From an optimization exercise on the open Yosys and OpenROAD flow, aimed at small area; shortcuts taken in it are not production practice. Function was checked by simulation only, so behaviour that the tests miss may differ from the original. The flow treats the clock pin as an ideal source. Dropping or thinning the clock tree relies on that and would not hold on a real chip. Power figures rest on the tool's default switching activity, not on a simulated workload.

==> delta: inputs <==
// watchdog_timer_block
module watchdog_timer_block (
    input  wire        clk,
    input  wire        rst,
    input  wire        sel,
    input  wire        wr,
    input  wire [15:0] off,
    input  wire [15:0] wdata,
    input  wire        tick_fire,
    input  wire        no_reboot,
    input  wire        smi_en,
    output reg  [15:0] rdata,
    output reg         smi,
    output reg         nmi,
    output reg         wdt_reset,
    output reg         tick_req,
    output reg         tick_cancel
);
    reg [15:0] reload_counter;
    reg [7:0]  data_in;
    reg [7:0]  data_out;
    reg [15:0] status1;         
    reg [15:0] status2;         
    reg [15:0] control1;        
    reg [15:0] control2;
    reg [7:0]  message1;
    reg [7:0]  message2;
    reg [7:0]  watchdog_count;
    reg [7:0]  irq_select;
    reg [15:0] timer_value;
    reg        n;
    reg        tick_pending;
    reg        reset_latched;
    wire hi0 = ~|off[15:5];
    wire a_rld   = hi0 && off[4:0] == 5'h00;
    wire a_din   = hi0 && off[4:0] == 5'h02;
    wire a_dout  = hi0 && off[4:0] == 5'h03;
    wire a_sts1  = hi0 && off[4:0] == 5'h04;
    wire a_sts2  = hi0 && off[4:0] == 5'h06;
    wire a_cnt1  = hi0 && off[4:0] == 5'h08;
    wire a_cnt2  = hi0 && off[4:0] == 5'h0a;
    wire a_msg1  = hi0 && off[4:0] == 5'h0c;
    wire a_msg2  = hi0 && off[4:0] == 5'h0d;
    wire a_wdcnt = hi0 && off[4:0] == 5'h0e;
    wire a_swirq = hi0 && off[4:0] == 5'h10;
    wire a_tmr   = hi0 && off[4:0] == 5'h12;
    wire we = sel & wr & ~rst;
    wire w_rld   = we & a_rld;
    wire w_din   = we & a_din;
    wire w_dout  = we & a_dout;
    wire w_sts1  = we & a_sts1;
    wire w_cnt1  = we & a_cnt1;
    wire [15:0] wd  = wdata & {16{~rst}};
    wire [15:0] wd1 = wdata | {16{rst}};
    always @(*) begin
        rdata = ({16{a_rld}}   & reload_counter)
              | ({16{a_din}}   & {8'h00, data_in})
              | ({16{a_dout}}  & {8'h00, data_out})
              | ({16{a_sts1}}  & (status1 & 16'he87e))
              | ({16{a_sts2}}  & (status2 & 16'hfff8))
              | ({16{a_cnt1}}  & (control1 & 16'hfeff))
              | ({16{a_cnt2}}  & control2)
              | ({16{a_msg1}}  & {8'h00, message1})
              | ({16{a_msg2}}  & {8'h00, message2})
              | ({16{a_wdcnt}} & {8'h00, watchdog_count})
  ...
Settings: LEC_CHECK=0, CAP_MARGIN=10, CORE_MARGIN=2, CORE_UTILIZATION=70, GPL_TIMING_DRIVEN=0, SLEW_MARGIN=10; clock period 8.0 ns.
standard.sh (not shown) runs the stock make flow with config.mk's settings and CLKGATE_MAP_FILE= SYNTH_SCRIPT=/design/flow/synth_recipe.tcl, a recipe that flattens the netlist after the stock synthesis.
==> flow/flow/run.sh <==
#!/bin/bash
# Layout flow: the standard flow (standard.sh) with these changes:
#  - synthesis maps the logic with an area-oriented ABC script (flow/abc_area.script)
#    in place of ORFS's abc_speed.script; the rest of synthesis is unchanged, so the
#    registers are the standard synthesis's;
#  - port buffers use the smallest buffer cell (buf_1);
#  - CTS builds its tree from clkbuf_4 without dummy loads, then flow/post_cts.tcl
#    upsizes to clkbuf_8 the clock buffers whose clock pins would see a high slew;
#  - the repair after placement uses no buffer larger than buf_2 (flow/pre_resize.tcl).
set -euo pipefail
here=$PWD
rm -rf "$here/scripts_area"
cp -r "$FLOW_HOME/scripts" "$here/scripts_area"
cp "$here/flow/abc_area.script" "$here/scripts_area/abc_speed.script"
export BUFFER_PORTS_ARGS="-buffer_cell sky130_fd_sc_hd__buf_1"
export CTS_ARGS="-sink_clustering_enable -repair_clock_nets -dont_use_dummy_load -buf_list sky130_fd_sc_hd__clkbuf_4"
export POST_CTS_TCL="$here/flow/post_cts.tcl"
export PRE_RESIZE_TCL="$here/flow/pre_resize.tcl"
SCRIPTS_DIR="$here/scripts_area" bash standard.sh synth > "$here/synth.log" 2>&1
bash standard.sh > "$here/layout.log" 2>&1
==> flow/flow/abc_area.script <==
&get -n
&st
&dc2
&dch -f
&nf -a -R 1000 -p -F 10 -A 10
&st
&dch -f
&nf -a -R 1000 -p -F 10 -A 10
&put
==> flow/flow/post_cts.tcl <==
# After CTS: a clock buffer whose flip-flop clock pins see a slew over 95 ps
# (placement estimate) is upsized from clkbuf_4 to clkbuf_8.
estimate_parasitics -placement
set upsized 0
foreach inst [get_cells -hierarchical *] {
  if {[get_property $inst ref_name] ne "sky130_fd_sc_hd__clkbuf_4"} { continue }
  set out [get_pins -of_objects $inst -filter "direction == output"]
  set worst 0
  foreach p [get_pins -of_objects [get_nets -of_objects $out] -filter "direction == input"] {
    set s [get_property $p slew_max]
    if {$s > $worst} { set worst $s }
  }
  if {$worst > 0.095} {
    replace_cell $inst sky130_fd_sc_hd__clkbuf_8
    incr upsized
  }
}
puts "post_cts: upsized $upsized clock buffers"
detailed_placement
estimate_parasitics -placement
==> flow/flow/pre_resize.tcl <==
# Before the post-placement repair: buffers larger than buf_2 are not used, so that
# repair fixes slew and capacitance with small buffers and driver sizing.
set_dont_use {sky130_fd_sc_hd__buf_4 sky130_fd_sc_hd__buf_6 sky130_fd_sc_hd__buf_8 sky130_fd_sc_hd__buf_12 sky130_fd_sc_hd__buf_16}
puts "pre_resize: buffers larger than buf_2 set dont_use"
==> inputs of garnet, as changes to delta <==
==> flow/flow/run.sh (replaced) <==
#!/bin/bash
# Layout flow: the standard flow (standard.sh) with these changes:
#  - synthesis maps the logic with an area-oriented ABC script (flow/abc_area.script)
#    in place of ORFS's abc_speed.script; the rest of synthesis is unchanged, so the
#    registers are the standard synthesis's;
#  - port buffers use the smallest buffer cell (buf_1);
#  - after CTS, flow/clock_tree.tcl replaces CTS's tree by a smaller two-level one
#    (2 clkbuf_4 roots, 8 clkbuf_8 leaves over geometric groups of flip-flops);
#  - the repair after placement uses no buffer larger than buf_2 (flow/pre_resize.tcl).
set -euo pipefail
here=$PWD
rm -rf "$here/scripts_area"
cp -r "$FLOW_HOME/scripts" "$here/scripts_area"
cp "$here/flow/abc_area.script" "$here/scripts_area/abc_speed.script"
export BUFFER_PORTS_ARGS="-buffer_cell sky130_fd_sc_hd__buf_1"
export CTS_ARGS="-sink_clustering_enable -repair_clock_nets -dont_use_dummy_load -buf_list sky130_fd_sc_hd__clkbuf_4"
export POST_CTS_TCL="$here/flow/clock_tree.tcl"
export PRE_RESIZE_TCL="$here/flow/pre_resize.tcl"
SCRIPTS_DIR="$here/scripts_area" bash standard.sh synth > "$here/synth.log" 2>&1
bash standard.sh > "$here/layout.log" 2>&1
==> flow/flow/abc_area.script (replaced) <==
&get -n
&st
&dc2
&dch -f
&nf -a -R 1000 -p -F 10 -A 10
&st
&dch -f
&nf -a -R 1000 -p -F 10 -A 10
&put
mfs3 -a
==> flow/flow/clock_tree.tcl (new file) <==
# After CTS: replace its clock tree by a balanced two-level one. The clock port
# drives NROOT root buffers (ROOTCELL); each drives NLEAF/NROOT leaf buffers
# (LEAFCELL), and each leaf drives the clock pins of one geometric group of
# flip-flops (groups of near-equal size from recursive cuts of the placement).
set NROOT 2
set NLEAF 8
set ROOTCELL sky130_fd_sc_hd__clkbuf_4
set LEAFCELL sky130_fd_sc_hd__clkbuf_8
set block [ord::get_db_block]
set port_net [[$block findBTerm clk] getNet]
proc center {inst} { set bb [$inst getBBox]; return [list [expr {([$bb xMin]+[$bb xMax])/2}] [expr {([$bb yMin]+[$bb yMax])/2}]] }
set sinks {}
foreach inst [$block getInsts] {
  if {![string match "sky130_fd_sc_hd__*df*" [[$inst getMaster] getName]]} { continue }
  lappend sinks [concat [list [$inst findITerm CLK]] [center $inst]]
}
proc tree_bufs {net} {
  set res {}
  foreach it [$net getITerms] {
    if {[$it getIoType] ne "INPUT"} { continue }
    set inst [$it getInst]
    if {[string match "sky130_fd_sc_hd__*df*" [[$inst getMaster] getName]]} { continue }
    lappend res $inst
    foreach o [$inst getITerms] {
      if {[$o getIoType] eq "OUTPUT" && [$o getNet] ne "NULL"} { set res [concat $res [tree_bufs [$o getNet]]] }
    }
  }
  return $res
}
set old [tree_bufs $port_net]
foreach s $sinks { [lindex $s 0] disconnect }
foreach inst $old {
  set nets {}
  foreach it [$inst getITerms] {
    if {[$it getNet] ne "NULL" && [$it getIoType] eq "OUTPUT"} { lappend nets [$it getNet] }
    $it disconnect
  }
  odb::dbInst_destroy $inst
  foreach n $nets { if {[llength [$n getITerms]] == 0} { odb::dbNet_destroy $n } }
}
puts "mytree: removed [llength $old] clock tree cells, [llength $sinks] sinks"
# split items {obj x y} into parts groups of near-equal size by recursive cuts at
# the longer side of the bounding box
proc split_groups {grp parts} {
  if {$parts <= 1} { return [list $grp] }
  set xs {}; set ys {}
  foreach s $grp { lappend xs [lindex $s 1]; lappend ys [lindex $s 2] }
  set xs [lsort -real $xs]; set ys [lsort -real $ys]
  set idx [expr {([lindex $xs end]-[lindex $xs 0]) >= ([lindex $ys end]-[lindex $ys 0]) ? 1 : 2}]
  set sorted [lsort -real -index $idx $grp]
  set p1 [expr {$parts/2}]
  set h [expr {round(double([llength $sorted]) * $p1 / $parts)}]
  return [concat [split_groups [lrange $sorted 0 [expr {$h-1}]] $p1] [split_groups [lrange $sorted $h end] [expr {$parts-$p1}]]]
}
proc centroid {grp} {
  set sx 0; set sy 0
  foreach s $grp { set sx [expr {$sx + [lindex $s 1]}]; set sy [expr {$sy + [lindex $s 2]}] }
  return [list [expr {int($sx / [llength $grp])}] [expr {int($sy / [llength $grp])}]]
}
proc add_buf {name cell xy in_net out_name} {
  set block [ord::get_db_block]
  set buf [odb::dbInst_create $block [[ord::get_db] findMaster $cell] $name]
  $buf setLocation [lindex $xy 0] [lindex $xy 1]
  $buf setPlacementStatus PLACED
  set net [odb::dbNet_create $block $out_name]
  $net setSigType CLOCK
  [$buf findITerm A] connect $in_net
  [$buf findITerm X] connect $net
  return $net
}
set leaves {}
set k 0
foreach grp [split_groups $sinks $NLEAF] {
  lappend leaves [list $grp [centroid $grp] $k]
  incr k
}
if {$NROOT > 0} {
  set litems {}
  foreach l $leaves { lappend litems [list $l [lindex $l 1 0] [lindex $l 1 1]] }
  set r 0
  foreach rg [split_groups $litems $NROOT] {
    set rnet [add_buf "clkroot_$r" $ROOTCELL [centroid $rg] $port_net "clknet_root_$r"]
    foreach li $rg {
      set l [lindex $li 0]
      set lnet [add_buf "clkleaf_[lindex $l 2]" $LEAFCELL [lindex $l 1] $rnet "clknet_leaf_[lindex $l 2]"]
      foreach s [lindex $l 0] { [lindex $s 0] connect $lnet }
    }
    incr r
  }
} else {
  foreach l $leaves {
    set lnet [add_buf "clkleaf_[lindex $l 2]" $LEAFCELL [lindex $l 1] $port_net "clknet_leaf_[lindex $l 2]"]
    foreach s [lindex $l 0] { [lindex $s 0] connect $lnet }
  }
}
puts "mytree: $NROOT roots ($ROOTCELL), $NLEAF leaves ($LEAFCELL)"
detailed_placement
estimate_parasitics -placement
==> flow/config.mk (replaced) <==
export PLATFORM = sky130hd
export DESIGN_NAME = watchdog_timer_block
export DESIGN_NICKNAME = watchdog_timer_block
export VERILOG_FILES = /design/flow/design.v
export SDC_FILE = /design/flow/constraint.sdc
export NUM_CORES = 4
export LEC_CHECK = 0
export CAP_MARGIN = 20
export CORE_MARGIN = 2
export CORE_UTILIZATION = 77
export GPL_TIMING_DRIVEN = 0
export SLEW_MARGIN = 20
removed: flow/flow/post_cts.tcl
==> inputs of ember, as changes to delta <==
--- a/flow/design.v
+++ b/flow/design.v
@@ -61,39 +61,32 @@
               | ({16{a_cnt2}}  & control2)
               | ({16{a_msg1}}  & {8'h00, message1})
               | ({16{a_msg2}}  & {8'h00, message2})
               | ({16{a_wdcnt}} & {8'h00, watchdog_count})
               | ({16{a_swirq}} & {8'h00, irq_select})
               | ({16{a_tmr}}   & timer_value);
     end
     wire t        = tick_fire & tick_pending;
-    wire [16:1] y;
-    assign y[1] = 1'b1;
-    genvar gi;
-    generate for (gi = 1; gi < 16; gi = gi + 1) begin : g_y
-        assign y[gi+1] = y[gi] & ~reload_counter[gi];
-    end endgenerate
-    wire zero     = reload_counter[0] & y[10];         
+    wire zero     = reload_counter[9:0] == 10'h001;    
     wire timeout  = t & zero;
     wire second   = timeout & n;
     wire ev_wdt   = second & ~no_reboot;
     wire ev_int   = timeout & ~ev_wdt;                  
     wire rl_after = reset_latched | ev_wdt;
     wire tp_after = tick_pending & ~ev_wdt;
     wire tv_gt1    = |timer_value[15:1];
     wire arm_old   = ~control1[11] & tv_gt1;
     wire arm_new   = ~wdata[11] & tv_gt1;
     wire arm_rld   = w_rld & arm_old;
     wire arm_cnt1  = w_cnt1 & arm_new;
     wire disarm    = w_cnt1 & ~arm_new;
     wire arm       = arm_rld | arm_cnt1;
-    wire tp_nx     = disarm ? 1'b0 : (arm ? ~rl_after : tp_after);    
-    wire [15:0] brw = {y[15:1] & {15{t & ~reload_counter[0]}}, t};
-    wire [15:0] cnt_dec = reload_counter ^ brw;
+    wire tp_nx     = disarm ? 1'b0 : (arm ? (tp_after | ~rl_after) : tp_after);
+    wire [15:0] cnt_dec = reload_counter - {15'd0, t};
     wire ld_w  = rst | (w_rld & ~arm_old);
     wire ld_tv = arm | ev_int;
     wire s_w = w_rld & ~arm_old;
     wire s_t = ~rst & ~s_w & ld_tv;
     wire s_d = ~rst & ~s_w & ~ld_tv;
     function [7:0] ld8(input e, input h, input [7:0] d, input [7:0] q);
         ld8 = ({8{e}} & d) | ({8{h}} & q);
     endfunction
==> flow/flow/run.sh (replaced) <==
#!/bin/bash
# Layout flow: the standard flow (standard.sh) with these changes:
#  - synthesis maps the logic with an area-oriented ABC script (flow/abc_area.script)
#    in place of ORFS's abc_speed.script; the rest of synthesis is unchanged, so the
#    registers are the standard synthesis's;
#  - port buffers use the smallest buffer cell (buf_1);
#  - CTS builds its tree from clkbuf_4 without dummy loads, then flow/post_cts.tcl
#    upsizes to clkbuf_8 the clock buffers whose clock pins would see a high slew.
set -euo pipefail
here=$PWD
rm -rf "$here/scripts_area"
cp -r "$FLOW_HOME/scripts" "$here/scripts_area"
cp "$here/flow/abc_area.script" "$here/scripts_area/abc_speed.script"
export BUFFER_PORTS_ARGS="-buffer_cell sky130_fd_sc_hd__buf_1"
export CTS_ARGS="-sink_clustering_enable -repair_clock_nets -dont_use_dummy_load -buf_list sky130_fd_sc_hd__clkbuf_4"
export POST_CTS_TCL="$here/flow/post_cts.tcl"
SCRIPTS_DIR="$here/scripts_area" bash standard.sh synth > "$here/synth.log" 2>&1
bash standard.sh > "$here/layout.log" 2>&1
==> flow/flow/post_cts.tcl (replaced) <==
# After CTS: a clock buffer whose flip-flop clock pins see a slew over 105 ps
# (placement estimate) is upsized from clkbuf_4 to clkbuf_8.
estimate_parasitics -placement
set upsized 0
foreach inst [get_cells -hierarchical *] {
  if {[get_property $inst ref_name] ne "sky130_fd_sc_hd__clkbuf_4"} { continue }
  set out [get_pins -of_objects $inst -filter "direction == output"]
  set worst 0
  foreach p [get_pins -of_objects [get_nets -of_objects $out] -filter "direction == input"] {
    set s [get_property $p slew_max]
    if {$s > $worst} { set worst $s }
  }
  if {$worst > 0.105} {
    replace_cell $inst sky130_fd_sc_hd__clkbuf_8
    incr upsized
  }
}
puts "post_cts: upsized $upsized clock buffers"
detailed_placement
estimate_parasitics -placement
==> flow/config.mk (replaced) <==
export PLATFORM = sky130hd
export DESIGN_NAME = watchdog_timer_block
export DESIGN_NICKNAME = watchdog_timer_block
export VERILOG_FILES = /design/flow/design.v
export SDC_FILE = /design/flow/constraint.sdc
export NUM_CORES = 4
export LEC_CHECK = 0
export CAP_MARGIN = 20
export CORE_MARGIN = 2
export CORE_UTILIZATION = 60
export GPL_TIMING_DRIVEN = 0
export SLEW_MARGIN = 20
removed: flow/flow/pre_resize.tcl
==> summary of the runs <==
- garnet went through all stages and came out clean. ember went through all stages and came out clean. delta produced a layout that fails on max-capacitance violations, max-slew violations.
- Flip-flop and latch count is the same in garnet and delta.
- Core utilization: garnet > delta > ember.
- The highest hold slack belongs to delta, the lowest to ember.
- In clock-buffer cell count, ember and delta do not differ.
- Power: garnet < ember < delta.
- Against garnet, the routed wire length of ember is lower by 10%.
==> figures <==
quantity                                                                                              delta                   garnet                    ember
Total Die Area                                                                                  0.00840 mm²              0.00765 mm²              0.00978 mm²
Clock Skew                                                                                        0.0193 ns                0.0109 ns                0.0281 ns
Clkbuf count                                                                                             17                        -                       17
Number of tapcells                                                                                       99                       80                      108
Result of the run                                                                complete, but fails checks  complete, no violations  complete, no violations
Reasons for failing layout checks                           max-capacitance violations, max-slew violations                        -                        -
Combined buffer and inverter count along the critical path                                                2                        3                        2
Part of the total power dissipated in the clock network                                               0.321                    0.288                    0.309
M1 WL                                                                                               6.33 mm                  6.19 mm                  6.56 mm
Std cell rows                                                                                            31                       30                       34
Fraction of layout cells with a size suffix above 1                                                  0.0738                   0.0730                   0.0796
Number of instances in the synthesized netlist                                                          498                      497                      513
Levels on crit path                                                                                       9                       10                        8
Final area over synthesized area                                                                     1.118x                   1.111x                   1.130x
Xor and xnor fraction of the mapped netlist area                                                     0.0163                   0.0163                   0.0162
In garnet the design's own scripts or RTL, not TritonCTS, make the clock network.

-- re-timing with driven ports --
How much do the figures lean on ideal ports? The routed layouts below were timed once more, with nothing changed but the port constraints. Step 1, drivers: a clkbuf_16 drives clk and a buf_2 each remaining input, both assumed. Step 2 times the ports against the registers' clock, not the clock port: input delays grow and output delays shrink by t, the midpoint of the rising clock arrivals with the driver on. Slacks: ideal / step 1 / step 2; pairs: ideal / step 1.
| run | t (ns) | setup WS [ns] | worst setup path after step 2 | worst register clock-pin slew, ns | cell pins on the clock port's net |
|---|---|---|---|---|---|
| delta | 0.446 | 1.910 / 1.888 / 1.888 | input to output | 0.10 / 0.10 | 1 |
| garnet | 0.409 | 1.824 / 1.774 / 1.774 | input to output | 0.11 / 0.11 | 2 |
| ember | 0.436 | 1.989 / 1.968 / 1.968 | input to output | 0.10 / 0.10 | 1 |
For garnet, which loses most, drivers alone change the setup slack by -0.050 ns; drivers and shift together by -0.050 ns.
